Context: an optimization exercise on an open-source flow, tuned for small area, a short achievable clock period and few clock cycles per item. The choices shown serve that exercise and are no tape-out recipe.
Power and IR drop assume default switching activity.

## tdes_core
module tdes_core (
  input  wire         clk,
  input  wire         rst,
  input  wire         cmd_valid,
  output wire         cmd_ready,
  input  wire [1:0]   cmd_op,
  input  wire [167:0] cmd_key,
  input  wire [63:0]  cmd_data,
  output reg          out_valid,
  output reg  [63:0]  out_data
);
clock: 5.0 ns
lec_check: 0
cap_margin: 20
core_margin: 2
core_utilization: 40
cts_buf_list: sky130_fd_sc_hd__clkbuf_8
setup_slack_margin: 2.5
slew_margin: 20
standard.sh (not shown) runs the stock make flow with config.mk's settings and CLKGATE_MAP_FILE= SYNTH_SCRIPT=/design/flow/synth_recipe.tcl, a recipe that flattens the netlist after the stock synthesis.
==> flow/flow/run.sh <==
#!/bin/bash
# Standard layout, but the port buffers are the smallest buffer cell.
set -euo pipefail
export BUFFER_PORTS_ARGS="-buffer_cell sky130_fd_sc_hd__buf_1"
bash standard.sh finish > standard_flow.log 2>&1
Change:
--- a/flow/design.v
+++ b/flow/design.v
@@ -694,25 +694,24 @@
       x = des_e(h) ^ k;
       feistel = des_p({sbox0(x[47:42]), sbox1(x[41:36]), sbox2(x[35:30]),
                        sbox3(x[29:24]), sbox4(x[23:18]), sbox5(x[17:12]),
                        sbox6(x[11:6]),  sbox7(x[5:0])});
     end
   endfunction
   reg [167:0] key;         
   reg         key_tdes;    
   reg         busy;        
-  reg         ready;       
   reg         op_dec;      
   reg  [1:0]  stage;       
   reg  [3:0]  round;       
   reg  [31:0] L, R;        
   reg  [27:0] C, D;        
-  assign cmd_ready = ready;
+  assign cmd_ready = !busy;
   wire accept    = cmd_valid && !busy;
   function [1:0] stage_key;
     input       tdes;
     input       dec;
     input [1:0] stg;
     begin
       if (!tdes)
         stage_key = 2'd0;
       else if (!dec)
@@ -746,60 +745,55 @@
         stage_cd = pk;
       else
         stage_cd = {rol28(pk[55:28], 1'b0), rol28(pk[27:0], 1'b0)};
     end
   endfunction
   wire        cur_dec    = stage_dec(key_tdes, op_dec, stage);
   wire        last_stage = !key_tdes || stage == 2'd2;
   wire        last_round = round == 4'd15;
   wire [47:0] subkey = des_pc2({C, D});
-  wire [31:0] fo     = feistel(R, subkey);
-  wire [63:0] ip   = des_ip(cmd_data);
-  wire        en_l = busy &&  last_round;
-  wire        en_r = busy && !last_round;
-  wire [31:0] xl   = !busy ? ip[63:32] : last_round ? L : R;
-  wire [31:0] xr   = !busy ? ip[31:0]  : last_round ? R : L;
+  wire [31:0] f      = L ^ feistel(R, subkey);
   wire        one    = round == 4'd0 || round == 4'd7 || round == 4'd14;
   wire        ld_tdes = key_tdes;
   wire        ld_dec  = busy ? op_dec : cmd_op[0];
   wire [1:0]  ld_stg  = busy ? stage + 2'd1 : 2'd0;
   wire [55:0] cd_load = stage_cd(key, stage_key(ld_tdes, ld_dec, ld_stg),
                                  stage_dec(ld_tdes, ld_dec, ld_stg));
   always @(*) out_data = des_fp({L, R});
   always @(posedge clk) begin
     if (rst) begin
       busy      <= 1'b0;
-      ready     <= 1'b1;
       out_valid <= 1'b0;
     end else begin
       out_valid <= busy && last_round && last_stage;
-      if (!busy) begin
-        busy  <= cmd_valid && !cmd_op[1];
-        ready <= !(cmd_valid && !cmd_op[1]);
-      end else if (last_round && last_stage) begin
-        busy  <= 1'b0;
-        ready <= 1'b1;
-      end
+      if (!busy)
+        busy <= cmd_valid && !cmd_op[1];
+      else if (last_round && last_stage)
+        busy <= 1'b0;
     end
     if (accept && cmd_op[1]) begin
       key      <= cmd_key;
       key_tdes <= cmd_op[0];
     end
     if (!busy) begin
       op_dec <= cmd_op[0];
       stage  <= 2'd0;
       round  <= 4'd0;
+      {L, R} <= des_ip(cmd_data);
     end else begin
       round <= round + 4'd1;
-      if (last_round)
+      if (last_round) begin
+        L     <= f;
         stage <= stage + 2'd1;
+      end else begin
+        L <= R;
+        R <= f;
+      end
     end
-    L <= xl ^ (fo & {32{ en_l}});
-    R <= xr ^ (fo & {32{ en_r}});
     if (!busy || last_round)
       {C, D} <= cd_load;
     else begin
       C <= cur_dec ? ror28(C, !one) : rol28(C, !one);
       D <= cur_dec ? ror28(D, !one) : rol28(D, !one);
     end
   end
 endmodule
The changed run finished clean.
Routed wire length is higher slightly.
Cell count does not change.
Synthesized area drops by a few percent.
Count of clock-buffer cells in the layout falls by 12.
Sequential share of layout area falls by 0.98 points.
Final area rose by a few percent.
Non-clock buffer count increases by 156.
Die area fell by a few percent.
Global-route usage came out higher by 0.98 points.
Clock power went down by about a fifth.
Total power rises by about a fifth.
No functional check of the RTL was part of any run of this note.

afterwards: timing with drivers on the ports:
The results above use ideal ports. As a check the final layouts listed here were re-extracted and re-timed, cells and wires unchanged. Step 1 sets driving cells, clkbuf_16 on the clock port and buf_2 on the other inputs (assumed; they add their load-dependent delay and slew). Step 2 adds t to the input delays and takes it off the output delays; t is the mean of the earliest and latest rising clock arrival at the registers after step 1. Input paths then give back, and output paths get back, about the clock's delay inside the block. Three values: no drivers, after step 1, after step 2; two values: the first two.
run | shift t [ns] | setup slack, ns | slew at the worst register clock pin (ns)
the first run | 0.712 | 2.333 / 2.333 / 1.865 | 0.07 / 0.07
the second run | 0.679 | 2.154 / 2.154 / 2.082 | 0.07 / 0.07
After both steps setup and hold are still met in every run listed. For the first run, which loses most, drivers alone change the setup slack by 0.000 ns; drivers and shift together by -0.468 ns.
